This is an optimization exercise on Yosys and OpenROAD, whose aim is small area, a short achievable clock period and few clock cycles, not a production implementation.
RTL that was checked went through simulation tests only; none was proved equivalent to the original.
For run 6, only the layout was checked, not whether the RTL still works.
Power figures rest on the tool's default switching activity, not on a simulated workload.

File: flow/config.mk
export PLATFORM = sky130hd
export DESIGN_NAME = sprite_renderer
export DESIGN_NICKNAME = sprite_renderer
export VERILOG_FILES = /design/flow/design.v
export SDC_FILE = /design/flow/constraint.sdc
export NUM_CORES = 4
export LEC_CHECK = 0
export ABC_AREA = 1
export CAP_MARGIN = 20
export CORE_MARGIN = 2
export CORE_UTILIZATION = 55
export CTS_CLUSTER_DIAMETER = 80
export CTS_CLUSTER_SIZE = 24
export PLACE_DENSITY = 0.7
export SLEW_MARGIN = 20
File: flow/flow/run.sh
#!/bin/bash
# The standard layout (standard.sh: standard synthesis, floorplan, place,
# CTS, route), with two extra ORFS settings: the port buffers are buf_2 cells
# and repair_timing aims for a larger setup slack. Output goes to
# standard_flow.log in this folder (ORFS's own step logs are under orfs/logs).
set -euo pipefail
bash standard.sh \
  "BUFFER_PORTS_ARGS=-buffer_cell sky130_fd_sc_hd__buf_2" \
  SETUP_SLACK_MARGIN=5.4 \
  finish > standard_flow.log 2>&1
File: flow/standard.sh
#!/bin/bash
# synth_recipe.tcl (not shown) runs the flow's synth.tcl, then flattens the netlist and writes it again
# the make line also repeats each setting of config.mk as NAME=value (left out here)
make -C /OpenROAD-flow-scripts/flow DESIGN_CONFIG=/design/flow/config.mk WORK_HOME=/design/flow/orfs CLKGATE_MAP_FILE= SYNTH_SCRIPT=/design/flow/synth_recipe.tcl "${@:-finish}"
File: flow/design.v
module sprite_renderer (
    input  wire        clk,
    input  wire        rst,
    input  wire [15:0] cfg_tile_mult,
    input  wire [16:0] cfg_tile_len,     
    input  wire [1:0]  cfg_pal_cnt,      
    input  wire [15:0] cfg_nent0,        
    input  wire [15:0] cfg_nent1,        
    input  wire        cfg_debug,
    input  wire        pal_we,
    input  wire        pal_slot,
    input  wire [3:0]  pal_idx,
    input  wire [15:0] pal_wdata,
    input  wire        start,
    input  wire [15:0] attr0,
    input  wire [15:0] attr1,
    input  wire [15:0] attr2,
    output wire        ready,
    output reg         tile_req,
    output reg  [13:0] tile_addr,
    input  wire        tile_gnt,
    input  wire [31:0] tile_rdata,
    output reg         pix_valid,
    output reg  [5:0]  pix_x,
    output reg  [5:0]  pix_y,
    output wire [31:0] pix_rgba,
    output reg         done,
    output wire [6:0]  spr_w,
    output wire [6:0]  spr_h,
    output reg         ev_tile_oor,
    output reg         ev_pidx_oor,
    output reg         ev_pnum_oor
);
    function [2:0] c8lo;
        input [4:0] c;
        begin
            case (c)
                5'd0,  5'd1,  5'd2,  5'd3,  5'd4:           c8lo = 3'd0;
                5'd5,  5'd6,  5'd7,  5'd8:                  c8lo = 3'd1;
                5'd9,  5'd10, 5'd11, 5'd12, 5'd13:          c8lo = 3'd2;
                5'd14, 5'd15, 5'd16, 5'd17:                 c8lo = 3'd3;
                5'd18, 5'd19, 5'd20, 5'd21, 5'd22:          c8lo = 3'd4;
                5'd23, 5'd24, 5'd25, 5'd26:                 c8lo = 3'd5;
                5'd27, 5'd28, 5'd29, 5'd30:                 c8lo = 3'd6;
                default:                                    c8lo = 3'd7;
            endcase
        end
    endfunction
    function [3:0] w_oh;
        input [1:0] shape;
        input [1:0] size;
        begin
            case ({shape, size})
                4'b00_00: w_oh = 4'b0001;  4'b00_01: w_oh = 4'b0010;
                4'b00_10: w_oh = 4'b0100;  4'b00_11: w_oh = 4'b1000;
                4'b01_00: w_oh = 4'b0010;  4'b01_01: w_oh = 4'b0100;
                4'b01_10: w_oh = 4'b0100;  4'b01_11: w_oh = 4'b1000;
                4'b10_00: w_oh = 4'b0001;  4'b10_01: w_oh = 4'b0001;
                4'b10_10: w_oh = 4'b0010;  4'b10_11: w_oh = 4'b0100;
                default:  w_oh = 4'b0001;
            endcase
        end
    endfunction
    function [3:0] h_oh;
        input [1:0] shape;
        input [1:0] size;
        begin
            case ({shape, size})
                4'b00_00: h_oh = 4'b0001;  4'b00_01: h_oh = 4'b0010;
                4'b00_10: h_oh = 4'b0100;  4'b00_11: h_oh = 4'b1000;
                4'b01_00: h_oh = 4'b0001;  4'b01_01: h_oh = 4'b0001;
                4'b01_10: h_oh = 4'b0010;  4'b01_11: h_oh = 4'b0100;
                4'b10_00: h_oh = 4'b0010;  4'b10_01: h_oh = 4'b0100;
                4'b10_10: h_oh = 4'b0100;  4'b10_11: h_oh = 4'b1000;
                default:  h_oh = 4'b0001;
            endcase
        end
    endfunction
    function [6:0] n_cells;
        input [1:0] shape;
        input [1:0] size;
        begin
            case ({shape, size})
                4'b00_00: n_cells = 7'd1;   4'b00_01: n_cells = 7'd4;
                4'b00_10: n_cells = 7'd16;  4'b00_11: n_cells = 7'd64;
                4'b01_00: n_cells = 7'd2;   4'b01_01: n_cells = 7'd4;
                4'b01_10: n_cells = 7'd8;   4'b01_11: n_cells = 7'd32;
                4'b10_00: n_cells = 7'd2;   4'b10_01: n_cells = 7'd4;
                4'b10_10: n_cells = 7'd8;   4'b10_11: n_cells = 7'd32;
                default:  n_cells = 7'd1;
            endcase
        end
    endfunction
    reg [14:0] pal0 [0:15];
    reg [14:0] pal1 [0:15];
    reg        pw_we, pw_slot;
    reg [3:0]  pw_idx;
    reg [14:0] pw_data;
    always @(posedge clk) begin
        pw_we   <= pal_we;
        pw_slot <= pal_slot;
        pw_idx  <= pal_idx;
        pw_data <= pal_wdata[14:0];
        if (pw_we) begin
            if (pw_slot)
                pal1[pw_idx] <= pw_data;
            else
                pal0[pw_idx] <= pw_data;
        end
    end
    reg st_idle, busy, st_mul, st_chk, st_run;
    assign ready = st_idle;
    wire idle = ~busy;
    wire accept = idle & start;
    reg [3:0]  wsel, hsel;       
    reg        hf, vf;
    reg        slot;
    wire [1:0] a_shape   = attr0[15:14];
    wire [1:0] a_size    = attr1[15:14];
    wire [3:0] a_pnum    = attr2[15:12];
    wire       a_pnum_ok = ({2'b00, a_pnum} < {4'b0000, cfg_pal_cnt});
    reg [3:0] wsel_o, hsel_o;
    reg       pnum_bad;
    assign spr_w = {wsel_o, 3'b000};
    assign spr_h = {hsel_o, 3'b000};
    always @(posedge clk) begin
        if (idle) begin
            wsel        <= w_oh(a_shape, a_size);
            hsel        <= h_oh(a_shape, a_size);
            hf          <= ~attr0[8] & attr1[12];
            vf          <= ~attr0[8] & attr1[13];
            slot        <= a_pnum_ok & a_pnum[0];
            pnum_bad    <= ~a_pnum_ok;
        end
        wsel_o      <= wsel;
        hsel_o      <= hsel;
        ev_pnum_oor <= pnum_bad;
    end
    reg [11:0] tcnt;             
    reg        dbg_r;
    reg        nbig_r;
    reg [3:0]  nlo_r;
    always @(posedge clk) begin
        tcnt     <= cfg_tile_len[16:5];
        dbg_r    <= cfg_debug;
        nbig_r   <= slot ? |cfg_nent1[15:4] : |cfg_nent0[15:4];
        nlo_r    <= slot ? cfg_nent1[3:0] : cfg_nent0[3:0];
    end
    reg [15:0] ms;               
    reg [10:0] ts;               
    reg        tbig;             
    reg        ovf;
    wire [10:0] acc      = tile_addr[13:3];
    wire [11:0] acc_sum  = {1'b0, acc} + {1'b0, ts};
    wire        mul_last = ~(|ms[15:1]);
    always @(posedge clk) begin
        if (idle) begin
            ms   <= cfg_tile_mult;
            ts   <= {1'b0, attr2[9:0]};
            tbig <= 1'b0;
        end else begin
            ms   <= {1'b0, ms[15:1]};
            ts   <= {ts[9:0], 1'b0};
            tbig <= tbig | ts[10];
        end
        if (idle)
            ovf <= 1'b0;
        else if (ms[0])
            ovf <= ovf | acc_sum[11] | tbig;
    end
    wire        fit0     = ({ovf, acc} < tcnt);
    reg         fitnext;     
    always @(posedge clk)
        fitnext <= (({1'b0, tile_addr[13:3]} + 12'd1) < tcnt);
    reg [31:0] w0, w1;
    reg [7:0]  m0, m1;
    reg        f0, f1;           
    reg        wp, rp;           
    reg        arr;              
    reg [7:0] in_draw, in_oor;
    reg [1:0] oor_r;
    integer k, j, i;
    always @(*) begin
        for (k = 0; k < 8; k = k + 1) begin
            in_draw[k] = ((|tile_rdata[4*k +: 4]) | dbg_r) &
                         (nbig_r | (tile_rdata[4*k +: 4] < nlo_r));
            in_oor[k]  = ((|tile_rdata[4*k +: 4]) | dbg_r) &
                         ~(nbig_r | (tile_rdata[4*k +: 4] < nlo_r));
        end
    end
    wire [31:0] aw = rp ? w1 : w0;
    wire [7:0]  am = rp ? m1 : m0;
    wire        af = rp ? f1 : f0;
    reg  [7:0] lower;                                    
    always @(*) begin
        lower[0] = 1'b0;
        for (j = 1; j < 8; j = j + 1)
            lower[j] = lower[j-1] | am[j-1];
    end
    wire [7:0] oh    = am & ~lower;
    wire [7:0] rem   = am & lower;
    wire       fin   = af & ~(|rem);
    wire       emit  = af & (|am);
    reg [3:0] sel_v;
    always @(*) begin
        sel_v = 4'd0;
        for (i = 0; i < 8; i = i + 1)
            sel_v = sel_v | ({4{oh[i]}} & aw[4*i +: 4]);
    end
    wire [2:0] sel_px = {oh[4] | oh[5] | oh[6] | oh[7],
                         oh[2] | oh[3] | oh[6] | oh[7],
                         oh[1] | oh[3] | oh[5] | oh[7]};
    reg [2:0] tx, ty, py;
    reg       fin_d;
    wire [2:0] twm1 = {wsel[3], wsel[3] | wsel[2], wsel[3] | wsel[2] | wsel[1]};
    reg [6:0] cells_left;        
    reg       fetching;          
    wire      acc_gnt = tile_req & tile_gnt;
    wire      cell_end  = &tile_addr[2:0];
    wire      last_cell = (cells_left == 7'd1);
    wire      last_word = cell_end & (last_cell | ~fitnext);
    wire f0_n = (f0 & ~(fin & ~rp)) | (arr & ~wp);
    wire f1_n = (f1 & ~(fin &  rp)) | (arr &  wp);
    wire occ0 = ~f0_n & ~f1_n;               
    wire occ1 = ~(f0_n & f1_n);              
    always @(posedge clk) begin
        if (rst) begin
            st_idle  <= 1'b1;
            busy     <= 1'b0;
            st_mul   <= 1'b0;
            st_chk   <= 1'b0;
            st_run   <= 1'b0;
            tile_req <= 1'b0;
            fetching <= 1'b0;
            f0 <= 1'b0; f1 <= 1'b0;
            wp <= 1'b0; rp <= 1'b0;
            arr      <= 1'b0;
            done     <= 1'b0;
        end else begin
            done <= 1'b0;
            arr  <= acc_gnt;
            if (accept) begin
                st_idle <= 1'b0;
                busy    <= 1'b1;
                st_mul  <= 1'b1;
            end
            if (st_mul & mul_last) begin
                st_mul <= 1'b0;
                st_chk <= 1'b1;
            end
            if (st_chk) begin
                st_chk   <= 1'b0;
                st_run   <= 1'b1;
                tile_req <= fit0;
                fetching <= fit0;
            end
            if (st_run) begin
                if (acc_gnt) begin
                    tile_req <= ~last_word & occ0;
                    if (last_word)
                        fetching <= 1'b0;
                end else begin
                    tile_req <= fetching & occ1;
                end
            end
            if (st_run & ~fetching & ~arr & ~f0 & ~f1) begin
                st_run  <= 1'b0;
                st_idle <= 1'b1;
                busy    <= 1'b0;
                done    <= 1'b1;
            end
            f0 <= f0_n;
            f1 <= f1_n;
            if (arr) wp <= ~wp;
            if (fin) rp <= ~rp;
        end
    end
    always @(posedge clk) begin
        if (idle)
            tile_addr <= 14'd0;
        else if (ms[0])
            tile_addr <= {acc_sum[10:0], 3'b000};
        else
            tile_addr <= tile_addr + {13'd0, acc_gnt};
        if (idle)
            cells_left <= n_cells(a_shape, a_size);
        else if (acc_gnt & cell_end)
            cells_left <= cells_left - 7'd1;
        if (idle)
            ev_tile_oor <= 1'b0;
        else if (st_chk & ~fit0)
            ev_tile_oor <= 1'b1;
        else if (acc_gnt & cell_end & ~last_cell & ~fitnext)
            ev_tile_oor <= 1'b1;
        oor_r <= arr ? {|in_oor[7:4], |in_oor[3:0]} : 2'd0;
        if (idle)
            ev_pidx_oor <= 1'b0;
        else if (|oor_r)
            ev_pidx_oor <= 1'b1;
        if (arr & ~wp) begin
            w0 <= tile_rdata;
            m0 <= in_draw;
        end else if (af & ~rp) begin
            m0 <= rem;
        end
        if (arr & wp) begin
            w1 <= tile_rdata;
            m1 <= in_draw;
        end else if (af & rp) begin
            m1 <= rem;
        end
        if (idle) begin
            tx <= 3'd0; ty <= 3'd0; py <= 3'd0;
        end else if (fin_d) begin
            py <= py + 3'd1;
            if (&py) begin
                if (tx == twm1) begin
                    tx <= 3'd0;
                    ty <= ty + 3'd1;
                end else begin
                    tx <= tx + 3'd1;
                end
            end
        end
    end
    reg        p1v;
    reg [3:0]  p1n;
    reg [2:0]  p1x;
    reg [23:0] rgb;
    assign pix_rgba = {8'hFF, rgb};
    wire [5:0] xm = {6{hf}} & {wsel[3], wsel[3] | wsel[2], wsel[3] | wsel[2] | wsel[1], 3'b111};
    wire [5:0] ym = {6{vf}} & {hsel[3], hsel[3] | hsel[2], hsel[3] | hsel[2] | hsel[1], 3'b111};
    wire [14:0] pe = slot ? pal1[p1n] : pal0[p1n];
    always @(posedge clk) begin
        if (rst) begin
            p1v       <= 1'b0;
            pix_valid <= 1'b0;
            fin_d     <= 1'b0;
        end else begin
            p1v       <= emit;
            fin_d     <= fin;
            pix_valid <= p1v;
        end
        p1n   <= sel_v;
        p1x   <= sel_px;
        pix_x <= {tx, p1x} ^ xm;
        pix_y <= {ty, py} ^ ym;
        rgb   <= {pe[14:10], c8lo(pe[14:10]),
                  pe[9:5],   c8lo(pe[9:5]),
                  pe[4:0],   c8lo(pe[4:0])};
    end
endmodule
File: flow/constraint.sdc
create_clock -name core_clock -period 8.0 [get_ports {clk}]
set_input_delay 1.6000 -clock core_clock [delete_from_list [all_inputs] [get_ports {clk}]]
set_output_delay 1.6000 -clock core_clock [all_outputs]
set_load 0.01 [all_outputs]
==> impl_metrics.csv, run 1 <==
group,metric,value,unit
global_routing,grt_antenna_before_repair,0,
timing,skew,0.0179,ns
power,p_total,6920,uW
critical_path,crit_chain,"buf_6",
timing,holdWs,0.338,ns
route,drt_first_pass_iters,6,
synth,yosys-top-cells-area,"edfxtp_1 (57%), dfxtp_1 (11%), o21ai_0 (4.9%), nand2_1 (4.8%), nor2_1 (4.5%)",
timing,fmax,372,MHz
floorplanning,die_h,240,um
timing,tightest_slew,1.13,ns
route,vias,21600,
floorplanning,start_util,55.6,%
synth,ys_seq_area_share,67.7,%
clocking,cts_sinks,743,
route,remaining_drc_errors,0,
synth,synthesis.area,0.0306,mm2
layout,antenna_cells,0,
place,io_buffers,205,
floorplanning,num_rows,86,
clocking,htreeDepth,2,
route,initialDrtViolationCount,2486,
critical_path,worst-path-max-fanout,2,
min_path,hold_path_class,"flop to flop",
place,place_ws,4.14,ns
critical_path,crit_type,"flop to output pin",
timing,rsz0062_at_grt,"true",
layout,n_fill_cell,4231,
synth,synth_flop_cell,"edfxtp_1",
timing,fin_tns_setup,0,ns
critical_path,cp-end-kind,"output pin",
synth,yosys-top-cells-count,"edfxtp_1 (579), nand2_1 (391), nor2_1 (366)",
critical_path,critPathArrivalTime,1.09,ns
critical_path,start_kind,"flop",
synth,yosysMostFrequentCell,"edfxtp_1",
critical_path,crit_family,"flip-flops",
synth,synth-async-reset-ratio,0,%
timing,hold_viol_final,0,
critical_path,crit_buf_inv,1,
place,post-place-cells,3537,
route,via_per_inst,5.91,
power,cellPowerDensity,201,mW/mm2
run_status,outcome,"finished clean",
timing,setup_viol,0,
synth,synth_warnings,1,
clocking,clockBufferDepth,3,
synth,synth_cells,2670,
route,drtAntennaViolNets,0,
floorplanning,design.die.area,0.0574,mm2
clocking,tritoncts,"built",
layout,synthToLayoutAreaGrowth,12.8,%
synth,yosysTopAreaCell,"edfxtp_1",
layout,drive_above_1_share,15.1,%
clocking,root_buffer,"clkbuf_16",
route,wl,79200,um
floorplanning,core-area,0.0550,mm2
floorplanning,io-pin-count,253,
timing,finalCritPeriodShare,33.6,%
place,gp_congestion,0.857,
job,max-cap-violations,0,
timing,setup_slack,5.31,ns
synth,ys_types,56,
clocking,cts_buffers,38,
critical_path,max_stage_delay,0.37,ns
synth,synth_area_per_cell,11.4,um2
power,leakage,0.0129,uW
layout,final_cells,3648,
clocking,insertion_delay,0.60,ns
global_routing,grt_pass1_wl,117000,um
global_routing,first_global_vias,20600,
global_routing,grt_overflow_total,0,
timing,final_max_slew_viol_count,0,
synth,yosys_register_bits,743,
clocking,path_clk_slew,0.09,ns
synth,synth_edf_count,579,
critical_path,worstPathRequired,6.40,ns
route,wire_per_inst,21.7,um
power,ir_drop,204,uV
global_routing,groute.usage.overall,26.9,%
timing,finalCriticalPeriod,2.69,ns
timing,relSlewSlack,24.5,%
critical_path,r2r_slack,5.53,ns
synth,synth.top_cell.area_share,56.9,%
critical_path,slowest_stage,"dfxtp_4",
layout,nNetsFinal,3115,
place,dp_hpwl,44100,um
floorplanning,die_x,240,um
global_routing,grt_max_degree,121,
==> stage by stage <==
stage,utilization [%],area (um2)
6_report,62.7,34500
5_1_grt,62.7,34500
4_1_cts,62.2,34200
3_5_place_dp,58.7,32300
3_3_place_gp,58.7,32300
2_1_floorplan,-,30600
==> logic make-up (layout without fill, tap and decap cells) <==
| logic type | Yosys count | in the layout | share of synthesized area [%] |
|---|---|---|---|
| other | 2 | 14 | 0.0246 |
| and+or+nand+nor | 944 | 944 | 12.6 |
| AOI/OAI and AO/OA | 566 | 566 | 11.2 |
| muxes | 11 | 11 | 0.373 |
| DFF | 743 | 743 | 67.7 |
| buffers and inverters | 301 | 519 | 4.28 |
| xor gates and xnor gates | 32 | 32 | 0.917 |
| adders and majority gates | 71 | 71 | 2.93 |
==> worst paths after layout <==
kind | start | depth (start not counted) | to
max | tile_addr[2] | 1 | tile_addr[2]
min reg2reg | hsel[0] | 0 | hsel_o[0]
min | hsel[0] | 0 | hsel_o[0]
max reg2reg | flop | 14 | rgb[0]
==> layer usage <==
metal,vias up,routed length (um),track usage [%]
met4,0,2710,9.39
li1,9891,-,-
met1,10500,31100,35.4
met2,1007,38700,46.0
met3,161,6680,3.60
met5,-,0,0
==> timing repair <==
action / in CTS / in global routing
buffers inserted: 25 / 7
endpoints found under the setup margin: 100 / 80
pin swaps: 0 / 3
hold buffers: 0 / 0
resized for setup: 92 / 47
cloned: 6 / 3
==> power breakdown <==
part | switching [uW] | internal (uW)
sequential | 72.6 | 4240
combinational | 230 | 152
clock | 1210 | 1010
total | 1510 | 5410
==> flip-flops by register name, indices dropped and copies added, names as in the netlist, 11 cells and up, named ones only <==
signal and flops:
pal1 240, rgb 24, pal0 240, ms 16
w0 32, pw_data 15, tcnt 12, tile_addr 14
ts 11, w1 32
==> cells in the final DEF, fill, tap and decap left out, types with 24 or more instances in the layout <==
master	n
buf_4	66
dfxtp_1	122
dfxtp_2	24
nand2_1	387
o221ai_1	95
inv_1	142
edfxtp_1	579
o21ai_0	299
buf_6	33
nand3_1	118
o22ai_1	27
clkbuf_16	43
a21oi_1	67
buf_2	173
xor2_1	24
ha_1	68
nor2_1	361
==> area by class of cell <==
type | instances | area (um2) | area share (%)
Inverter | 157 | 634 | 1.84
Multi-Input combinational cell | 1638 | 8730 | 25.4
Clock buffer | 63 | 1120 | 3.25
Sequential cell | 743 | 20800 | 60.3
Timing Repair Buffer | 290 | 2150 | 6.25
Tap cell | 748 | 936 | 2.72
Timing Repair inverter | 2 | 20.0 | 0.0581
Clock inverter | 7 | 91.3 | 0.265
Testbench counts, summed over its fixed seeds: cycles 102,538.
==> run 2, diff against run 1 <==
--- a/flow/config.mk
+++ b/flow/config.mk
@@ -5,7 +5,7 @@
 export SDC_FILE = /design/flow/constraint.sdc
 export NUM_CORES = 4
 export LEC_CHECK = 0
-export ABC_AREA = 1
+export ABC_AREA = 0
 export CAP_MARGIN = 20
 export CORE_MARGIN = 2
 export CORE_UTILIZATION = 55
==> run 2 against run 1 <==
Clock power rose by 4%. Non-clock buffer count rose by 17. Routed wire length fell by 14%. Sequential share of layout area fell by 0.19 points. Via count fell by 22%. Clock skew rose by 0.0020 ns.
==> impl_metrics.csv, run 2 <==
group,metric,value,unit
floorplanning,core-area,0.0536,mm2
critical_path,rr_worst_depth,10,
global_routing,grt_antenna_before_repair,3,
synth,synth_top_family_by_area,"multiplexers",
synth,synth_compound_area_share,5.69,%
route,wl_met2,35400,um
global_routing,grt_overflow_total,0,
power,leakage,0.0123,uW
critical_path,start_kind,"flop",
synth,synth.top_cell.area_share,58.5,%
place,dp_hpwl,41300,um
timing,finalCriticalPeriod,2.70,ns
floorplanning,num_rows,85,
layout,layout_common_cells,"edfxtp_1 (579), buf_2 (163), dfxtp_1 (113)",
route,initialDrtViolationCount,1478,
global_routing,grt_pass1_wl,102000,um
route,top_layer,"met4",
route,remaining_drc_errors,0,
min_path,hold_path_class,"flop to flop",
synth,synth_warnings,1,
route,drt_first_pass_iters,6,
route,met3_length,3470,um
route,wl,68000,um
layout,n_fill_cell,3734,
job,max-cap-violations,0,
synth,yosysMostFrequentCell,"edfxtp_1",
global_routing,grt_max_degree,42,
critical_path,r2r_slack,5.30,ns
layout,drive_above_1_share,31.5,%
power,cellPowerDensity,204,mW/mm2
clocking,tritoncts,"built",
critical_path,cp-end-kind,"flop",
layout,top_regs,"pal0 (240), pal1 (240)",
place,placedInstanceArea,0.0318,mm2
route,via_per_inst,6.00,
synth,yosysTopAreaCell,"edfxtp_1",
synth,yosys-top-cells-count,"edfxtp_1 (579), dfxtp_1 (164), mux4_2 (111)",
synth,synth-async-reset-ratio,0,%
route,wire_per_inst,24.2,um
layout,synthToLayoutAreaGrowth,16.3,%
critical_path,cp-endpoint,"rgb[9]",
synth,synthAdderAreaFrac,3.12,%
global_routing,first_global_vias,16900,
clocking,cts_sinks,743,
floorplanning,start_util,55.5,%
clocking,clockBufferDepth,3,
timing,skew,0.0199,ns
place,io_buffers,205,
synth,yosys_register_bits,743,
critical_path,crit_type,"flop to flop",
synth,synth_flop_cell,"edfxtp_1",
synth,synth_simple_gate_area_share,5.44,%
layout,nNetsFinal,2322,
timing,final_max_slew_viol_count,0,
timing,fmax,371,MHz
synth,synthXorXnorAreaFrac,1.41,%
route,wl_met1,27100,um
clocking,insertion_delay,0.59,ns
synth,yosys-top-cells-area,"edfxtp_1 (58%), dfxtp_1 (11%), mux4_2 (8.4%), mux2i_1 (3.0%), ha_1 (2.9%)",
critical_path,worstPathRequired,8.48,ns
clocking,path_clk_slew,0.09,ns
floorplanning,die_x,237,um
synth,synthesis.area,0.0297,mm2
timing,tightest_slew,1.13,ns
layout,multi_input_area,0.00909,mm2
timing,relSlewSlack,24.3,%
floorplanning,io-pin-count,253,
synth,synth_cells,1806,
floorplanning,design.die.area,0.0559,mm2
clocking,root_buffer,"clkbuf_16",
clocking,htreeDepth,2,
synth,ys_types,75,
synth,synth_edf_count,579,
critical_path,r2r_end,"rgb[9]",
synth,synthMuxAreaShare,12.8,%
route,drtAntennaViolNets,0,
route,vias,16800,
power,ir_drop,234,uV
place,gp_congestion,0.826,
layout,seqCellArea,0.0208,mm2
timing,setup_slack,5.30,ns
timing,finalCritPeriodShare,33.7,%
synth,ys_seq_area_share,69.5,%
run_status,outcome,"finished clean",
place,place_ws,4.23,ns
timing,hold_viol_final,0,
floorplanning,die_h,237,um
global_routing,groute.usage.overall,24.3,%
layout,final_common_cell,"edfxtp_1",
timing,fin_tns_setup,0,ns
timing,setup_viol,0,
timing,rsz0062_at_grt,"true",
clocking,cts_buffers,39,
critical_path,critPathArrivalTime,3.18,ns
synth,synth_area_per_cell,16.5,um2
layout,stdcell_area,0.0346,mm2
critical_path,worst-path-max-fanout,6,
==> run 2: cell types whose count changed after synthesis, sizes merged, moves of 32 or more <==
cell,before,now
nor2,370,103
mux4,0,111
inv,155,36
nand3,120,34
o221ai,96,4
o21ai,322,52
mux2,3,35
mux2i,8,89
nand2,395,82
==> run 2: cell type report <==
cell class                 count  area share, %
antenna                        2         0.0145
clock buffer                  61           3.30
clock inverter                11          0.441
inverter                      37          0.409
multi-input combinational    949           26.3
sequential                   743           60.1
tap                          696           2.52
timing repair buffer         307           6.95
==> run 2: repair_timing <==
item,4_1_cts,5_1_grt
endpoints found under the setup margin,97,85
pin swaps,6,17
hold buffers,0,0
setup buffers,36,16
gates resized for setup,153,69
hold endpoints to repair,0,0
gates cloned,7,0
==> run 2: where the power goes <==
part / internal [uW] / total, uW / switching, uW
logic: 206 / 436 / 229
clock network: 1080 / 2300 / 1220
registers: 4240 / 4320 / 80.2
==> run 2: kinds of logic (layout without fill, tap and decap cells) <==
group                      Yosys count  in the layout
DFF                                743            743
adders and majority gates           74             74
other                                2             16
muxes                              235            235
xor gates and xnor gates            48             48
AOI/OAI and AO/OA                  243            243
and+or+nand+nor                    335            335
buffers and inverters              126            416
==> run 2: worst min path at each step <==
stage                   from          end  cells after the start
floorplan           pnum_bad  ev_pnum_oor                      0
global placement    pnum_bad  ev_pnum_oor                      0
detailed placement  pnum_bad  ev_pnum_oor                      0
CTS                 pnum_bad  ev_pnum_oor                      0
global route         wsel[0]    wsel_o[0]                      0
finish               wsel[0]    wsel_o[0]                      0
==> run 2: routing by layer <==
layer | vias to the layer above | global-route usage (%)
li1 | 7572 | -
met5 | - | 0
met1 | 8644 | 31.5
met3 | 107 | 2.86
met2 | 501 | 42.7
met4 | 0 | 8.59
==> run 2: critical path, stage by stage (launching register included) <==
cell	delay, ns
dfxtp_4	0.49
buf_12	0.14
buf_16	0.14
buf_12	0.11
mux4_2	0.50
mux4_2	0.54
mux2i_4	0.22
inv_2	0.08
a21oi_2	0.11
nand2_1	0.06
a22o_1	0.20
==> run 2: stage by stage <==
step	hold WS (ns)	util, %	std cells	power (uW)
5_1_grt	0.364	64.5	2806	7290
6_report	0.355	64.5	2806	7050
3_3_place_gp	0.329	59.4	2673	4770
3_5_place_dp	0.329	59.4	2673	4790
4_1_cts	0.348	63.8	2788	7100
2_1_floorplan	0.323	-	1818	4630
==> run 3, diff against run 2 <==
==> flow/config.mk (replaced) <==
export PLATFORM = sky130hd
export DESIGN_NAME = sprite_renderer
export DESIGN_NICKNAME = sprite_renderer
export VERILOG_FILES = /design/flow/design.v
export SDC_FILE = /design/flow/constraint.sdc
export NUM_CORES = 4
export LEC_CHECK = 0
export ABC_AREA = 1
export CAP_MARGIN = 20
export CORE_MARGIN = 2
export CORE_UTILIZATION = 55
export CTS_CLUSTER_DIAMETER = 90
export CTS_CLUSTER_SIZE = 30
export PLACE_DENSITY = 0.7
export SLEW_MARGIN = 20
export TNS_END_PERCENT = 20
==> run 3 against run 2 <==
Still clean. Worst setup slack worse by 0.036 ns. Global-route usage increased by 2.5 points. Critical path depth is 9 lower. Final cell count increased by 30%. Critical path type is now flop to output pin. Largest power group unchanged.
==> impl_metrics.csv, run 3 <==
group,metric,value,unit
run_status,outcome,"finished clean",
synth,synth-async-reset-ratio,0,%
place,gp_congestion,0.868,
global_routing,grt_antenna_before_repair,5,
min_path,min_from,"wsel[0]",
timing,holdWs,0.351,ns
timing,rsz0062_at_grt,"true",
route,wl,78400,um
synth,yosys-top-cells-area,"edfxtp_1 (57%), dfxtp_1 (11%), o21ai_0 (4.9%), nand2_1 (4.8%), nor2_1 (4.5%)",
global_routing,grt_overflow_total,0,
min_path,hold_path_class,"flop to flop",
synth,synth_warnings,1,
power,cellPowerDensity,195,mW/mm2
synth,yosysTopAreaCell,"edfxtp_1",
power,leakage,0.0127,uW
timing,skew,0.0203,ns
job,max-cap-violations,0,
power,ir_drop,195,uV
layout,final_common_cell,"edfxtp_1",
timing,setup_slack,5.27,ns
critical_path,crit_family,"flip-flops",
floorplanning,die_x,240,um
clocking,cts_sinks,743,
synth,synth_area_per_cell,11.4,um2
timing,setup_viol,0,
critical_path,start_kind,"flop",
min_path,min_path_cells,0,
timing,finalCritPeriodShare,34.2,%
critical_path,r2r_slack,5.44,ns
critical_path,r2r_end,"rgb[9]",
floorplanning,design.die.area,0.0574,mm2
clocking,htreeDepth,1,
layout,layout_common_cells,"edfxtp_1 (579), nand2_1 (389), nor2_1 (363)",
synth,yosysMostFrequentCell,"edfxtp_1",
synth,yosys_register_bits,743,
route,via_per_inst,5.88,
floorplanning,num_rows,86,
timing,fin_tns_setup,0,ns
synth,synth_cells,2670,
floorplanning,start_util,55.6,%
timing,hold_viol_final,0,
floorplanning,io-pin-count,253,
synth,synth_edf_count,579,
clocking,path_clk_slew,0.11,ns
timing,tightest_slew,1.14,ns
route,vias,21400,
layout,drive_above_1_share,14.1,%
clocking,root_buffer,"clkbuf_16",
critical_path,crit_buf_inv,1,
min_path,holdPathEnd,"wsel_o[0]",
global_routing,groute.usage.overall,26.8,%
global_routing,grt_pass1_wl,117000,um
synth,yosys-top-cells-count,"edfxtp_1 (579), nand2_1 (391), nor2_1 (366)",
place,post-place-cells,3542,
critical_path,crit_chain,"buf_6",
global_routing,first_global_vias,21000,
route,drtAntennaViolNets,0,
layout,nNetsFinal,3103,
critical_path,worst-path-max-fanout,5,
place,io_buffers,205,
critical_path,rr_worst_depth,10,
critical_path,max_stage_delay,0.40,ns
place,place_ws,3.85,ns
timing,fmax,366,MHz
layout,top_regs,"pal0 (240), pal1 (240)",
route,drt_first_pass_iters,6,
critical_path,cp-end-kind,"output pin",
route,wire_per_inst,21.6,um
place,dp_hpwl,45600,um
critical_path,worstPathRequired,6.40,ns
synth,ys_types,56,
route,remaining_drc_errors,0,
floorplanning,die_h,240,um
synth,ys_seq_area_share,67.7,%
timing,relSlewSlack,23.7,%
clocking,cts_buffers,30,
timing,finalCriticalPeriod,2.73,ns
timing,final_max_slew_viol_count,0,
clocking,tritoncts,"built",
synth,synthesis.area,0.0306,mm2
clocking,clockBufferDepth,3,
critical_path,crit_type,"flop to output pin",
layout,final_cells,3634,
layout,synthToLayoutAreaGrowth,11.0,%
floorplanning,core-area,0.0550,mm2
clocking,insertion_delay,0.64,ns
critical_path,slowest_stage,"dfxtp_4",
critical_path,critPathArrivalTime,1.13,ns
synth,synth.top_cell.area_share,56.9,%
route,initialDrtViolationCount,2476,
synth,synth_flop_cell,"edfxtp_1",
global_routing,grt_max_degree,97,
[run 3: logic make-up (layout without fill, tap and decap cells)]
kind of cell | Yosys count | count (layout) | synth area share (%)
other | 2 | 18 | 0.0246
multiplexers | 11 | 11 | 0.373
AND/OR/NAND/NOR | 944 | 944 | 12.6
buffers and inverters | 301 | 501 | 4.28
flip-flops | 743 | 743 | 67.7
AO/OA/AOI/OAI | 566 | 566 | 11.2
adder cells (fa/ha/maj) | 71 | 71 | 2.93
XOR/XNOR | 32 | 32 | 0.917
[run 3: through the flow]
step | total power, uW | util [%] | instance area, um2
6_report | 6610 | 61.7 | 33900
5_1_grt | 6810 | 61.6 | 33900
4_1_cts | 6630 | 61.2 | 33700
3_5_place_dp | 4760 | 58.6 | 32200
3_3_place_gp | 4740 | 58.6 | 32200
2_1_floorplan | 4590 | - | 30600
[run 3: routing by layer]
layer / track usage (%) / wire, um
met3: 3.87 / 6770
met2: 45.1 / 37600
met4: 10.7 / 2970
met5: 0 / 14
met1: 35.3 / 31000
[run 3: final cells by class]
cell class / count / area, um2
Multi-Input combinational cell: 1638 / 8660
Clock inverter: 8 / 77.6
Clock buffer: 48 / 840
Antenna cell: 4 / 10.0
Fill cell: 4298 / 21100
Inverter: 157 / 629
Timing Repair Buffer: 287 / 1990
Timing Repair inverter: 1 / 11.3
Sequential cell: 743 / 20700
Tap cell: 748 / 936
[run 3: worst max path at each step]
stage                     slack, ns  cells after the start    startpoint             to
after floorplan                5.23                      9      tile_gnt  tile_addr[10]
after global placement         3.95                     11          flop         rgb[9]
after detailed placement       3.85                     11          flop         rgb[9]
after CTS                      5.23                      1  tile_addr[5]   tile_addr[5]
after global routing           5.23                      1  tile_addr[4]   tile_addr[4]
final                          5.27                      1  tile_addr[5]   tile_addr[5]
[run 3: power breakdown]
group / leakage [uW] / internal (uW) / switching [uW]
logic: 0.00562 / 143 / 232
registers: 0.00662 / 4240 / 71.5
clock network: 0.000443 / 752 / 1170
[run 3: what timing repair did]
item	in CTS	in global routing
endpoints found under the setup margin	101	88
hold buffers	0	0
gates cloned	4	2
gates resized for setup	68	34
buffers inserted	19	7
pin swaps	0	4
==> run 4, diff against run 3 <==
--- a/flow/flow/run.sh
+++ b/flow/flow/run.sh
@@ -6,5 +6,5 @@
 set -euo pipefail
 bash standard.sh \
   "BUFFER_PORTS_ARGS=-buffer_cell sky130_fd_sc_hd__buf_2" \
-  SETUP_SLACK_MARGIN=5.4 \
+  SETUP_SLACK_MARGIN=5.45 \
   finish > standard_flow.log 2>&1
--- a/flow/config.mk
+++ b/flow/config.mk
@@ -13,4 +13,3 @@
 export CTS_CLUSTER_SIZE = 30
 export PLACE_DENSITY = 0.7
 export SLEW_MARGIN = 20
-export TNS_END_PERCENT = 20
==> run 4 against run 3 <==
Final area increased by 2.1%. Via count increased by 0.12%. Sequential share of layout area decreased by 1.1 points. Non-clock buffer count decreased by 7. Critical path type unchanged. Largest cell class unchanged.
==> impl_metrics.csv, run 4 <==
group,metric,value,unit
run_status,outcome,"finished clean",
route,wire_per_inst,21.9,um
power,cellPowerDensity,197,mW/mm2
synth,synth_edf_count,579,
floorplanning,die_x,240,um
layout,antenna_cells,0,
layout,n_fill_cell,4246,
synth,synth_flop_cell,"edfxtp_1",
place,dp_hpwl,45000,um
clocking,cts_sinks,743,
route,remaining_drc_errors,0,
min_path,hold_path_class,"flop to flop",
floorplanning,num_rows,86,
critical_path,slowest_stage,"dfxtp_2",
clocking,tritoncts,"built",
synth,yosys_register_bits,743,
synth,synth.top_cell.area_share,56.9,%
critical_path,crit_family,"flip-flops",
route,via_per_inst,5.90,
route,drt_first_pass_iters,6,
timing,setup_slack,5.31,ns
critical_path,crit_buf_inv,1,
clocking,path_clk_slew,0.10,ns
floorplanning,design.die.area,0.0574,mm2
layout,stdcell_area,0.0346,mm2
clocking,cts_buffers,34,
critical_path,start_kind,"flop",
synth,ys_seq_area_share,67.7,%
critical_path,critPathArrivalTime,1.09,ns
layout,synthToLayoutAreaGrowth,13.2,%
place,gp_congestion,0.875,
route,vias,21400,
synth,synth_cells,2670,
timing,fmax,372,MHz
layout,top_regs,"pal0 (240), pal1 (240)",
clocking,postCtsHoldBufs,0,
floorplanning,die_h,240,um
floorplanning,start_util,55.6,%
critical_path,crit_chain,"buf_6",
timing,finalCritPeriodShare,33.6,%
global_routing,grt_antenna_before_repair,1,
critical_path,crit_type,"flop to output pin",
timing,relSlewSlack,20.4,%
timing,skew,0.0334,ns
global_routing,grt_overflow_total,0,
timing,final_max_slew_viol_count,0,
critical_path,worstPathRequired,6.40,ns
power,ir_drop,248,uV
timing,tightest_slew,1.19,ns
clocking,insertion_delay,0.60,ns
place,place_ws,4.43,ns
synth,synth-async-reset-ratio,0,%
synth,ys_types,56,
synth,yosysMostFrequentCell,"edfxtp_1",
synth,synth_warnings,1,
global_routing,groute.usage.overall,26.6,%
critical_path,cp-end-kind,"output pin",
route,initialDrtViolationCount,2585,
critical_path,max_stage_delay,0.38,ns
timing,hold_viol_final,0,
floorplanning,io-pin-count,253,
layout,drive_above_1_share,16.5,%
place,placedInstanceArea,0.0322,mm2
place,io_buffers,205,
synth,synth_area_per_cell,11.4,um2
critical_path,worst-path-max-fanout,1,
clocking,clockBufferDepth,3,
timing,finalCriticalPeriod,2.69,ns
synth,synthesis.area,0.0306,mm2
timing,rsz0062_at_grt,"true",
clocking,htreeDepth,2,
timing,setup_viol,0,
floorplanning,core-area,0.0550,mm2
layout,fin_util,62.9,%
timing,fin_tns_setup,0,ns
global_routing,grt_max_degree,97,
layout,nNetsFinal,3100,
synth,yosys-top-cells-count,"edfxtp_1 (579), nand2_1 (391), nor2_1 (366)",
global_routing,grt_pass1_wl,115000,um
layout,final_common_cell,"edfxtp_1",
synth,yosys-top-cells-area,"edfxtp_1 (57%), dfxtp_1 (11%), o21ai_0 (4.9%), nand2_1 (4.8%), nor2_1 (4.5%)",
job,max-cap-violations,0,
route,drtAntennaViolNets,0,
clocking,root_buffer,"clkbuf_16",
global_routing,first_global_vias,20500,
synth,yosysTopAreaCell,"edfxtp_1",
route,wl,79500,um
power,leakage,0.0128,uW
layout,layout_common_cells,"edfxtp_1 (579), nand2_1 (386), nor2_1 (331)",
power,p_total,6800,uW
## run 4: final timing paths
kind	from	endpoint	slack (ns)	depth (start not counted)
max	rgb[14]	pix_rgba[14]	5.31	1
min	pnum_bad	ev_pnum_oor	0.35	0
max reg2reg	pw_we	pal1[9][11]	5.40	2
min reg2reg	pnum_bad	ev_pnum_oor	0.35	0
## run 4: worst reg2reg max path, delay by kind of cell (launching register included)
| kind | cells | cell delay [ns] |
|---|---|---|
| and+or+nand+nor | 2 | 1.82 |
| DFF | 1 | 0.37 |
## run 4: metrics by stage
stage	hold WS, ns	instances
2_1_floorplan	0.323	2682
3_3_place_gp	0.325	3509
3_5_place_dp	0.329	3510
4_1_cts	0.352	3604
5_1_grt	0.365	3627
6_report	0.353	3627
## run 4: timing repair
action	CTS	global route
setup buffers	30	13
gates cloned	4	5
pin swaps	1	9
hold endpoints to repair	0	0
endpoints found under the setup margin	102	273
resized for setup	115	58
## run 4: layout make-up
type | instances | area (um2) | share of cell area [%]
Sequential cell | 743 | 20800 | 60.1
Multi-Input combinational cell | 1638 | 8950 | 25.9
Timing Repair Buffer | 280 | 2220 | 6.40
Clock buffer | 48 | 945 | 2.73
Tap cell | 748 | 936 | 2.71
Inverter | 157 | 631 | 1.82
Clock inverter | 12 | 124 | 0.358
Timing Repair inverter | 1 | 8.76 | 0.0253
## run 4: routing by layer
metal	track usage (%)	vias up	part of all wire, %
li1	-	9846	-
met1	34.3	10400	39
met2	44.9	963	49
met3	4.14	160	7.9
met4	10.9	2	3.5
met5	0	-	0.018
## run 4: cells by family (layout without fill, tap and decap cells)
kind of cell / after synthesis / in the layout / synth area share, %
DFF: 743 / 743 / 67.7
adders and majority gates: 71 / 71 / 2.93
and+or+nand+nor: 944 / 944 / 12.6
muxes: 11 / 11 / 0.373
buffers and inverters: 301 / 498 / 4.28
other: 2 / 14 / 0.0246
AOI/OAI and AO/OA: 566 / 566 / 11.2
xor gates and xnor gates: 32 / 32 / 0.917
## run 4: where the power goes
part	internal, uW	switching (uW)	leakage (uW)
logic	158	240	0.00567
registers	4240	74.5	0.00662
clock network	867	1220	0.000517
total	5270	1530	0.0128
==> run 5, diff against run 4 <==
--- a/flow/flow/run.sh
+++ b/flow/flow/run.sh
@@ -6,5 +6,5 @@
 set -euo pipefail
 bash standard.sh \
   "BUFFER_PORTS_ARGS=-buffer_cell sky130_fd_sc_hd__buf_2" \
-  SETUP_SLACK_MARGIN=5.45 \
+  SETUP_SLACK_MARGIN=5.4 \
   finish > standard_flow.log 2>&1
==> run 5 against run 4 <==
Still clean on timing, DRC and antenna. Sequential share of layout area up 0.45 points. Die area unchanged. Fmax rose by 0.34%. Final area shrank 0.82%. Non-clock buffer count rose by 10. Sequential cell count is the same. Routed wire length is 1.1% lower. Sequential power is essentially flat. Core utilization fell by 0.52 points. Area after synthesis did not move. Critical endpoint is now tile_addr[4].
==> impl_metrics.csv, run 5 <==
group,metric,value,unit
synth,yosys_register_bits,743,
place,dp_hpwl,44100,um
global_routing,gr-usage-met2,45.9,%
synth,yosys-top-cells-area,"edfxtp_1 (57%), dfxtp_1 (11%), o21ai_0 (4.9%), nand2_1 (4.8%), nor2_1 (4.5%)",
critical_path,crit_family,"flip-flops",
global_routing,grtUsageMet3,3.72,%
clocking,path_clk_slew,0.11,ns
place,place_ws,4.14,ns
route,wl,78600,um
timing,holdWs,0.345,ns
layout,synthToLayoutAreaGrowth,12.3,%
route,vias,21500,
route,via_per_inst,5.92,
timing,fin_tns_setup,0,ns
layout,drive_above_1_share,15.3,%
layout,nNetsFinal,3111,
layout,antenna_cells,0,
synth,synth.top_cell.area_share,56.9,%
synth,synth_cells,2670,
synth,synth-async-reset-ratio,0,%
global_routing,grt_overflow_total,0,
synth,ys_seq_area_share,67.7,%
min_path,hold_path_class,"flop to flop",
synth,synthesis.area,0.0306,mm2
power,p_total,6780,uW
clocking,htreeDepth,2,
floorplanning,core-area,0.0550,mm2
critical_path,start_kind,"flop",
job,max-cap-violations,0,
layout,top_regs,"pal0 (240), pal1 (240)",
critical_path,worst-path-max-fanout,4,
power,ir_drop,262,uV
timing,setup_viol,0,
clocking,tritoncts,"built",
global_routing,gr-max-usage-layer,"met2",
synth,synth_flop_cell,"edfxtp_1",
synth,synth_edf_count,579,
timing,fmax,373,MHz
floorplanning,io-pin-count,253,
global_routing,groute.usage.overall,26.6,%
min_path,min_from,"hsel[0]",
synth,ys_types,56,
floorplanning,start_util,55.6,%
timing,finalCritPeriodShare,33.5,%
critical_path,worstPathRequired,6.40,ns
timing,rsz0062_at_grt,"true",
global_routing,grt_max_degree,121,
synth,yosysMostFrequentCell,"edfxtp_1",
timing,hold_viol_final,0,
timing,finalCriticalPeriod,2.68,ns
critical_path,max_stage_delay,0.37,ns
global_routing,grt_use_met1,35.0,%
clocking,insertion_delay,0.59,ns
layout,final_common_cell,"edfxtp_1",
global_routing,grt_antenna_before_repair,1,
timing,final_max_slew_viol_count,0,
critical_path,crit_chain,"buf_6",
power,leakage,0.0128,uW
critical_path,cp-startpoint,"tile_addr[4]",
power,cellPowerDensity,198,mW/mm2
route,wire_per_inst,21.6,um
layout,layout_common_cells,"edfxtp_1 (579), nand2_1 (387), nor2_1 (361)",
synth,synth_warnings,1,
run_status,outcome,"finished clean",
layout,n_fill_cell,4235,
clocking,clockBufferDepth,3,
global_routing,grt_pass1_wl,116000,um
critical_path,slowest_stage,"dfxtp_4",
timing,tightest_slew,1.14,ns
floorplanning,die_x,240,um
floorplanning,design.die.area,0.0574,mm2
place,gp_congestion,0.857,
critical_path,crit_buf_inv,1,
critical_path,critPathArrivalTime,1.08,ns
timing,setup_slack,5.32,ns
clocking,cts_sinks,743,
timing,skew,0.0193,ns
timing,relSlewSlack,23.8,%
route,remaining_drc_errors,0,
synth,yosys-top-cells-count,"edfxtp_1 (579), nand2_1 (391), nor2_1 (366)",
clocking,root_buffer,"clkbuf_16",
critical_path,crit_type,"flop to output pin",
route,initialDrtViolationCount,2373,
critical_path,cp-end-kind,"output pin",
floorplanning,die_h,240,um
route,drtAntennaViolNets,0,
floorplanning,num_rows,86,
route,drt_first_pass_iters,5,
global_routing,first_global_vias,20500,
clocking,cts_buffers,34,
synth,synth_area_per_cell,11.4,um2
place,io_buffers,205,
synth,yosysTopAreaCell,"edfxtp_1",
## run 5: cells by family (layout without fill, tap and decap cells)
logic type / after synthesis / in the layout / share of synthesized area (%)
compound gates: 566 / 566 / 11.2
xor+xnor: 32 / 32 / 0.917
fa+ha+maj: 71 / 71 / 2.93
buf+inv: 301 / 510 / 4.28
flops: 743 / 743 / 67.7
mux: 11 / 11 / 0.373
other cells: 2 / 14 / 0.0246
simple gates: 944 / 944 / 12.6
## run 5: stage by stage
stage / area (um2) / std cells / utilization (%)
6_report: 34300 / 3639 / 62.4
5_1_grt: 34300 / 3639 / 62.4
4_1_cts: 34000 / 3629 / 61.9
3_5_place_dp: 32300 / 3537 / 58.7
3_3_place_gp: 32300 / 3537 / 58.7
2_1_floorplan: 30600 / 2682 / -
## run 5: where the power goes
group	switching (uW)	internal, uW
logic	230	152
clock network	1230	856
registers	72.9	4240
total	1530	5250
## run 5: worst reg2reg max path: stages (launching register included)
cell and delay (ns):
dfxtp_4 0.40, buf_16 0.22, clkinv_16 0.16, clkbuf_16 0.27, o21ai_0 0.20, o221ai_1 0.14
nand3_1 0.17, nand3_1 0.12, o21ai_2 0.20, inv_1 0.15, nand3_1 0.11, nand3_1 0.09
nand2_1 0.08, nand2_1 0.05
## run 5: area by class of cell
class	instances	area, um2	share of cell area (%)
flip-flops and latches	743	20800	60.5
repair buffers	290	2140	6.22
inverters	157	632	1.84
clock inverters	17	171	0.500
multi-input cells	1638	8740	25.5
clock buffers	44	910	2.65
repair inverters	2	20.0	0.0583
well taps	748	936	2.73
## run 5: final timing paths
check,cells past startpoint,end,slack [ns]
worst min register to register,0,hsel_o[0],0.34
worst max register to register,13,rgb[16],5.53
worst max-delay path,1,tile_addr[4],5.32
worst min-delay path,0,hsel_o[0],0.34
## run 5: repair_timing
item / in CTS / in global routing
setup endpoints to repair: 101 / 80
endpoints found under the hold margin: 0 / 0
buffers inserted: 26 / 6
resized for setup: 93 / 41
cloned: 5 / 4
pin swaps: 1 / 4
hold buffers: 0 / 0
## run 5: layer usage
layer  up-vias  routed length (um)
li1       9876                   -
met1     10500               30600
met2      1042               39000
met3       153                6780
met4         0                2200
met5         -                   0
==> run 6, diff against run 5 <==
--- a/flow/design.v
+++ b/flow/design.v
@@ -136,12 +136,10 @@
         hsel_o      <= hsel;
         ev_pnum_oor <= pnum_bad;
     end
-    reg [11:0] tcnt;             
     reg        dbg_r;
     reg        nbig_r;
     reg [3:0]  nlo_r;
     always @(posedge clk) begin
-        tcnt     <= cfg_tile_len[16:5];
         dbg_r    <= cfg_debug;
         nbig_r   <= slot ? |cfg_nent1[15:4] : |cfg_nent0[15:4];
         nlo_r    <= slot ? cfg_nent1[3:0] : cfg_nent0[3:0];
@@ -168,6 +166,7 @@
         else if (ms[0])
             ovf <= ovf | acc_sum[11] | tbig;
     end
+    wire [11:0] tcnt     = cfg_tile_len[16:5];
     wire        fit0     = ({ovf, acc} < tcnt);
     reg         fitnext;     
     always @(posedge clk)
==> run 6 against run 5 <==
Clock skew rose by 0.0013 ns. Area after synthesis down 0.85%. Worst hold slack better by 0.016 ns. Core utilization is 0.054 points lower. Final area shrank 0.48%. Total power decreased by 2.5%. Synthesized cell count rose by 0.37%. Routed wire length is 0.92% lower. Sequential share of layout area is 0.37 points lower. Fmax shrank 2.1%. Still clean on timing, DRC and antenna.
==> impl_metrics.csv, run 6 <==
group,metric,value,unit
floorplanning,die_x,239,um
clocking,cts_buffers,31,
critical_path,cp-endpoint,"tile_req",
route,remaining_drc_errors,0,
floorplanning,io-pin-count,253,
synth,synthesis.area,0.0303,mm2
critical_path,start_kind,"flop",
synth,synth_area_per_cell,11.3,um2
synth,synth_cells,2680,
route,wl,77900,um
layout,synthToLayoutAreaGrowth,12.7,%
synth,yosys-top-cells-area,"edfxtp_1 (57%), dfxtp_1 (10%), o21ai_0 (5.3%), nand2_1 (4.8%), nor2_1 (4.7%)",
route,vias,21300,
clocking,htreeDepth,1,
synth,yosys-top-cells-count,"edfxtp_1 (579), nand2_1 (388), nor2_1 (376)",
timing,skew,0.0207,ns
floorplanning,start_util,55.3,%
layout,top_regs,"pal0 (240), pal1 (240)",
place,placedInstanceArea,0.0321,mm2
layout,n_fill_cell,4185,
synth,yosysTopAreaCell,"edfxtp_1",
route,drt_first_pass_iters,7,
critical_path,crit_buf_inv,1,
route,wire_per_inst,21.6,um
clocking,tritoncts,"built",
layout,final_common_cell,"edfxtp_1",
global_routing,grt_pass1_wl,114000,um
power,cellPowerDensity,194,mW/mm2
critical_path,cp_num_cells,1,
run_status,outcome,"finished clean",
critical_path,crit_family,"flip-flops",
synth,synth_edf_count,579,
timing,final_max_slew_viol_count,0,
critical_path,worst-path-max-fanout,3,
layout,stdcell_area,0.0341,mm2
timing,fmax,366,MHz
global_routing,grt_overflow_total,0,
critical_path,max_stage_delay,0.40,ns
route,top_layer,"met4",
critical_path,rr_worst_depth,12,
floorplanning,num_rows,86,
floorplanning,core-area,0.0548,mm2
critical_path,r2r_slack,5.46,ns
synth,synth-async-reset-ratio,0,%
place,gp_congestion,0.914,
route,via_per_inst,5.91,
floorplanning,design.die.area,0.0570,mm2
timing,fin_tns_setup,0,ns
global_routing,first_global_vias,19900,
layout,drive_above_1_share,15.9,%
synth,ys_seq_area_share,67.4,%
layout,fin_util,62.3,%
place,io_buffers,205,
synth,ys_types,51,
timing,tightest_slew,0.966,ns
clocking,root_buffer,"clkbuf_16",
timing,setup_viol,0,
synth,synth.top_cell.area_share,57.4,%
global_routing,grt_max_degree,107,
layout,nNetsFinal,3116,
clocking,path_clk_slew,0.11,ns
route,met3_length,5620,um
power,leakage,0.0127,uW
clocking,clockBufferDepth,3,
clocking,postCtsHoldBufs,0,
synth,yosys_register_bits,731,
timing,relSlewSlack,34.9,%
critical_path,cp-end-kind,"output pin",
critical_path,crit_type,"flop to output pin",
clocking,insertion_delay,0.64,ns
critical_path,critPathArrivalTime,1.14,ns
route,wl_met2,37400,um
route,drtAntennaViolNets,0,
global_routing,grt_antenna_before_repair,1,
route,initialDrtViolationCount,2222,
timing,hold_viol_final,0,
critical_path,crit_chain,"buf_6",
timing,finalCriticalPeriod,2.74,ns
synth,yosysMostFrequentCell,"edfxtp_1",
timing,rsz0062_at_grt,"true",
critical_path,r2r_end,"rgb[8]",
route,wl_met1,32200,um
critical_path,slowest_stage,"dfxtp_4",
job,max-cap-violations,0,
place,dp_hpwl,46100,um
critical_path,cp-startpoint,"tile_req",
floorplanning,die_h,239,um
min_path,hold_path_class,"flop to flop",
timing,finalCritPeriodShare,34.2,%
global_routing,groute.usage.overall,26.0,%
synth,synth_warnings,1,
layout,layout_common_cells,"edfxtp_1 (579), nand2_1 (383), nor2_1 (373)",
critical_path,worstPathRequired,6.40,ns
synth,synth_flop_cell,"edfxtp_1",
power,ir_drop,179,uV
clocking,cts_sinks,731,
-- run 6: changes by cell type after synthesis, sizes merged, moves of 4 or more --
cell / before / now
dfxtp: 164 / 152
a21oi: 68 / 82
nor2: 370 / 379
o21ai: 322 / 347
o221ai: 96 / 86
nand3: 120 / 94
nand2: 395 / 390
clkbuf: 69 / 73
inv: 155 / 173
o211ai: 21 / 12
nor3: 14 / 19
-- run 6: cell families (layout without fill, tap and decap cells) --
logic type / Yosys count / in the layout / share of synthesized area, %
other: 2 / 15 / 0.0248
multiplexers: 13 / 13 / 0.446
AND/OR/NAND/NOR: 920 / 920 / 12.2
XOR/XNOR: 32 / 32 / 0.925
buffers and inverters: 321 / 524 / 4.51
flip-flops: 731 / 731 / 67.4
AO/OA/AOI/OAI: 590 / 590 / 11.5
adder cells (fa/ha/maj): 71 / 71 / 2.96
-- run 6: what timing repair did --
| item | in CTS | in global routing |
|---|---|---|
| setup buffers | 20 | 8 |
| pin swaps | 0 | 3 |
| resized for setup | 122 | 55 |
| cloned | 2 | 7 |
| endpoints found under the setup margin | 103 | 89 |
-- run 6: power by group --
part / internal [uW] / total [uW] / switching (uW) / leakage, uW
sequential: 4180 / 4260 / 78.6 / 0.00652
combinational: 156 / 392 / 236 / 0.00572
clock: 797 / 1960 / 1170 / 0.000475
total: 5130 / 6610 / 1480 / 0.0127
-- run 6: through the flow --
stage / hold slack, ns / worst slack [ns] / cells / power (uW)
3_3_place_gp: 0.332 / 4.45 / 3505 / 4680
2_1_floorplan: 0.323 / 5.27 / 2692 / 4530
4_1_cts: 0.363 / 5.24 / 3584 / 6630
6_report: 0.361 / 5.26 / 3600 / 6610
5_1_grt: 0.370 / 5.24 / 3600 / 6820
3_5_place_dp: 0.335 / 4.37 / 3505 / 4700
-- run 6: cell type report --
cell class	count	area (um2)	area share [%]
diodes	1	2.50	0.00733
clock buffers	44	835	2.44
clock inverters	13	164	0.480
inverters	173	706	2.07
multi-input cells	1640	8760	25.7
flip-flops and latches	731	20500	60.2
well taps	704	881	2.58
repair buffers	294	2260	6.62
-- run 6: layer usage --
metal	vias to the layer above	GRT usage (%)
met3	130	2.97
met2	902	43.6
met5	-	0
met4	0	8.18
met1	10400	35.8
li1	9849	-
-- run 6: how the worst min path moves through the flow --
stage                     cells after the start     start     endpoint
after detailed placement                      0  pnum_bad  ev_pnum_oor
after global placement                        0   wsel[0]    wsel_o[0]
after floorplan                               0  pnum_bad  ev_pnum_oor
after CTS                                     0  pnum_bad  ev_pnum_oor
final                                         0  pnum_bad  ev_pnum_oor
after global routing                          0   hsel[0]    hsel_o[0]
==> run 7, diff against run 6 <==
--- a/flow/design.v
+++ b/flow/design.v
@@ -136,10 +136,12 @@
         hsel_o      <= hsel;
         ev_pnum_oor <= pnum_bad;
     end
+    reg [11:0] tcnt;             
     reg        dbg_r;
     reg        nbig_r;
     reg [3:0]  nlo_r;
     always @(posedge clk) begin
+        tcnt     <= cfg_tile_len[16:5];
         dbg_r    <= cfg_debug;
         nbig_r   <= slot ? |cfg_nent1[15:4] : |cfg_nent0[15:4];
         nlo_r    <= slot ? cfg_nent1[3:0] : cfg_nent0[3:0];
@@ -166,7 +168,6 @@
         else if (ms[0])
             ovf <= ovf | acc_sum[11] | tbig;
     end
-    wire [11:0] tcnt     = cfg_tile_len[16:5];
     wire        fit0     = ({ovf, acc} < tcnt);
     reg         fitnext;     
     always @(posedge clk)
--- a/flow/config.mk
+++ b/flow/config.mk
@@ -6,10 +6,10 @@
 export NUM_CORES = 4
 export LEC_CHECK = 0
 export ABC_AREA = 1
-export CAP_MARGIN = 20
+export CAP_MARGIN = 5
 export CORE_MARGIN = 2
 export CORE_UTILIZATION = 55
 export CTS_CLUSTER_DIAMETER = 90
 export CTS_CLUSTER_SIZE = 30
 export PLACE_DENSITY = 0.7
-export SLEW_MARGIN = 20
+export SLEW_MARGIN = 5
==> run 7 against run 6 <==
Still clean on timing, DRC and antenna. Non-clock buffer count down 5. Final area rose by 0.66%. Clock skew down 0.0017 ns. Worst setup slack better by 0.063 ns. Highest routed layer unchanged.
==> impl_metrics.csv, run 7 <==
group,metric,value,unit
timing,fmax,374,MHz
synth,synth.top_cell.area_share,56.9,%
route,wire_per_inst,21.8,um
timing,setup_slack,5.33,ns
global_routing,first_global_vias,20600,
critical_path,max_stage_delay,0.38,ns
place,dp_hpwl,44100,um
timing,skew,0.0189,ns
synth,synth_flop_cell,"edfxtp_1",
synth,synthMuxAreaShare,0.373,%
power,power_switching,1530,uW
synth,synth_warnings,1,
clocking,root_buffer,"clkbuf_16",
layout,nNetsFinal,3109,
critical_path,worstPathRequired,6.40,ns
route,remaining_drc_errors,0,
layout,synthToLayoutAreaGrowth,12.5,%
critical_path,worst-path-max-fanout,2,
floorplanning,num_rows,86,
layout,drive_above_1_share,15.1,%
power,comb_power_share,5.6,%
critical_path,crit_family,"flip-flops",
clocking,cts_buffers,34,
power,switching_share,22.1,%
layout,layout_common_cells,"edfxtp_1 (579), nand2_1 (387), nor2_1 (360)",
synth,synth_compound_area_share,11.2,%
synth,yosysTopAreaCell,"edfxtp_1",
synth,synth_cells,2670,
min_path,hold_path_class,"flop to flop",
synth,synth_simple_gate_area_share,12.6,%
global_routing,grt_max_degree,121,
power,p_total,6910,uW
floorplanning,core-area,0.0550,mm2
route,drtAntennaViolNets,0,
timing,tightest_slew,1.23,ns
synth,synthAdderAreaFrac,2.93,%
floorplanning,die_h,240,um
global_routing,groute.usage.overall,26.5,%
timing,finalCriticalPeriod,2.67,ns
clocking,htreeDepth,2,
place,place_ws,4.19,ns
floorplanning,design.die.area,0.0574,mm2
critical_path,crit_buf_inv,1,
synth,yosys-top-cells-area,"edfxtp_1 (57%), dfxtp_1 (11%), o21ai_0 (4.9%), nand2_1 (4.8%), nor2_1 (4.5%)",
floorplanning,start_util,55.6,%
route,drt_first_pass_iters,5,
global_routing,grt_overflow_total,0,
route,wl,79200,um
synth,yosysMostFrequentCell,"edfxtp_1",
layout,antenna_cells,0,
synth,yosys-top-cells-count,"edfxtp_1 (579), nand2_1 (391), nor2_1 (366)",
synth,synthXorXnorAreaFrac,0.917,%
place,gp_congestion,0.857,
timing,fin_tns_setup,0,ns
critical_path,crit_chain,"buf_6",
power,internal-power,5380,uW
synth,ys_types,56,
critical_path,crit_type,"flop to output pin",
synth,ys_seq_area_share,67.7,%
timing,finalCritPeriodShare,33.4,%
clocking,tritoncts,"built",
run_status,outcome,"finished clean",
clocking,postCtsHoldBufs,0,
route,vias,21500,
layout,final_common_cell,"edfxtp_1",
critical_path,slowest_stage,"dfxtp_2",
synth,synth-async-reset-ratio,0,%
synth,synthesis.area,0.0306,mm2
timing,relSlewSlack,17.6,%
timing,rsz0062_at_grt,"true",
clocking,clockBufferDepth,3,
route,initialDrtViolationCount,2366,
timing,hold_viol_final,0,
layout,top_regs,"pal0 (240), pal1 (240)",
min_path,min_from,"hsel[0]",
layout,fin_util,62.5,%
synth,yosys_register_bits,743,
clocking,insertion_delay,0.58,ns
power,pwr-share-clk,32.0,%
timing,setup_viol,0,
critical_path,critPathArrivalTime,1.07,ns
critical_path,cp-end-kind,"output pin",
power,ir_drop,263,uV
power,leakage,0.0129,uW
critical_path,cp-startpoint,"ev_tile_oor",
clocking,cts_sinks,743,
global_routing,grt_pass1_wl,116000,um
place,io_buffers,205,
route,via_per_inst,5.92,
synth,synth_edf_count,579,
floorplanning,io-pin-count,253,
power,cellPowerDensity,201,mW/mm2
critical_path,start_kind,"flop",
clocking,path_clk_slew,0.10,ns
synth,synth_top_family_by_area,"simple AND/OR/NAND/NOR gates",
timing,final_max_slew_viol_count,0,
global_routing,grt_antenna_before_repair,0,
synth,synth_area_per_cell,11.4,um2
job,max-cap-violations,0,
power,p_seq_share,62.4,%
floorplanning,die_x,240,um
## run 7: routing by layer
layer	track usage, %	vias up	wire length [um]
met1	35.1	10500	31200
li1	-	9870	-
met5	0	-	0
met3	3.22	161	6710
met2	45.6	992	39000
met4	8.83	0	2300
## run 7: kinds of logic (layout without fill, tap and decap cells)
| kind of cell | count (synthesis) | after routing |
|---|---|---|
| compound gates | 566 | 566 |
| xor+xnor | 32 | 32 |
| fa+ha+maj | 71 | 71 |
| buf+inv | 301 | 508 |
| flops | 743 | 743 |
| mux | 11 | 11 |
| other cells | 2 | 14 |
| simple gates | 944 | 944 |
## run 7: power by group through the flow
| stage | clock [uW] | sequential, uW | combinational (uW) |
|---|---|---|---|
| global route | 2360 | 4320 | 425 |
| global placement | 0 | 4400 | 331 |
| finish | 2210 | 4310 | 384 |
| detailed placement | 0 | 4410 | 346 |
| CTS | 2230 | 4310 | 373 |
| floorplan | 0 | 4390 | 204 |
## run 7: repair_timing
action / 4_1_cts / 5_1_grt
endpoints found under the setup margin: 102 / 81
setup buffers: 23 / 8
gates cloned: 5 / 3
pin swaps: 1 / 2
resized for setup: 93 / 47
## run 7: final cells by class
class	count	area, um2
inverters	157	636
multi-input cells	1638	8740
repair buffers	289	2120
well taps	748	936
fillers	4227	20600
flip-flops and latches	743	20800
clock inverters	15	223
clock buffers	46	958
repair inverters	1	8.76
## run 7: final timing paths
| check | cells past startpoint | slack [ns] | end |
|---|---|---|---|
| hold / removal | 0 | 0.36 | hsel_o[0] |
| setup / recovery | 1 | 5.33 | ev_tile_oor |
| setup reg to reg | 13 | 5.48 | rgb[1] |
| hold reg to reg | 0 | 0.36 | hsel_o[0] |
## run 7: through the flow
| stage | hold slack [ns] | std cells | instance area, um2 |
|---|---|---|---|
| 4_1_cts | 0.362 | 3626 | 34100 |
| 6_report | 0.356 | 3637 | 34400 |
| 5_1_grt | 0.364 | 3637 | 34400 |
| 2_1_floorplan | 0.323 | 2682 | 30600 |
| 3_3_place_gp | 0.327 | 3537 | 32300 |
| 3_5_place_dp | 0.339 | 3537 | 32300 |
Testbench counts of run 7, summed over its fixed seeds: cycles 102,538.

static timing again, ports no longer ideal:
No port has a modelled driver above. Below, the same layouts with a new extraction and two added sets of constraints.
Step 1: set_driving_cell puts a clkbuf_16 on clk and a buf_2 on each other input, an assumption about the parent block.
Step 2 times the ports against the registers' clock, not the clock port: input delays grow and output delays shrink by t, the midpoint of the rising clock arrivals with the driver on.
Slacks: ideal / step 1 / step 2; pairs: ideal / step 1.
run	t (ns)	setup slack, ns	worst hold slack (ns)	worst setup path at the end	worst register clock-pin slew, ns
run 1	0.647	5.312 / 5.256 / 5.033	0.338 / 0.338 / 0.338	input to register	0.10 / 0.10
run 2	0.642	5.302 / 5.262 / 4.867	0.355 / 0.355 / 0.355	input to register	0.10 / 0.10
run 3	0.687	5.267 / 5.206 / 4.789	0.351 / 0.351 / 0.351	input to register	0.12 / 0.12
run 4	0.644	5.312 / 5.255 / 4.991	0.353 / 0.353 / 0.353	input to register	0.12 / 0.12
run 5	0.635	5.321 / 5.267 / 5.024	0.345 / 0.345 / 0.345	input to register	0.11 / 0.11
run 6	0.685	5.265 / 5.204 / 4.815	0.361 / 0.361 / 0.361	input to register	0.11 / 0.11
run 7	0.633	5.328 / 5.269 / 4.996	0.356 / 0.356 / 0.356	input to register	0.12 / 0.12
After both steps setup and hold are still met in every run listed. For run 3, which loses most, drivers alone change the setup slack by -0.061 ns; drivers and shift together by -0.478 ns.
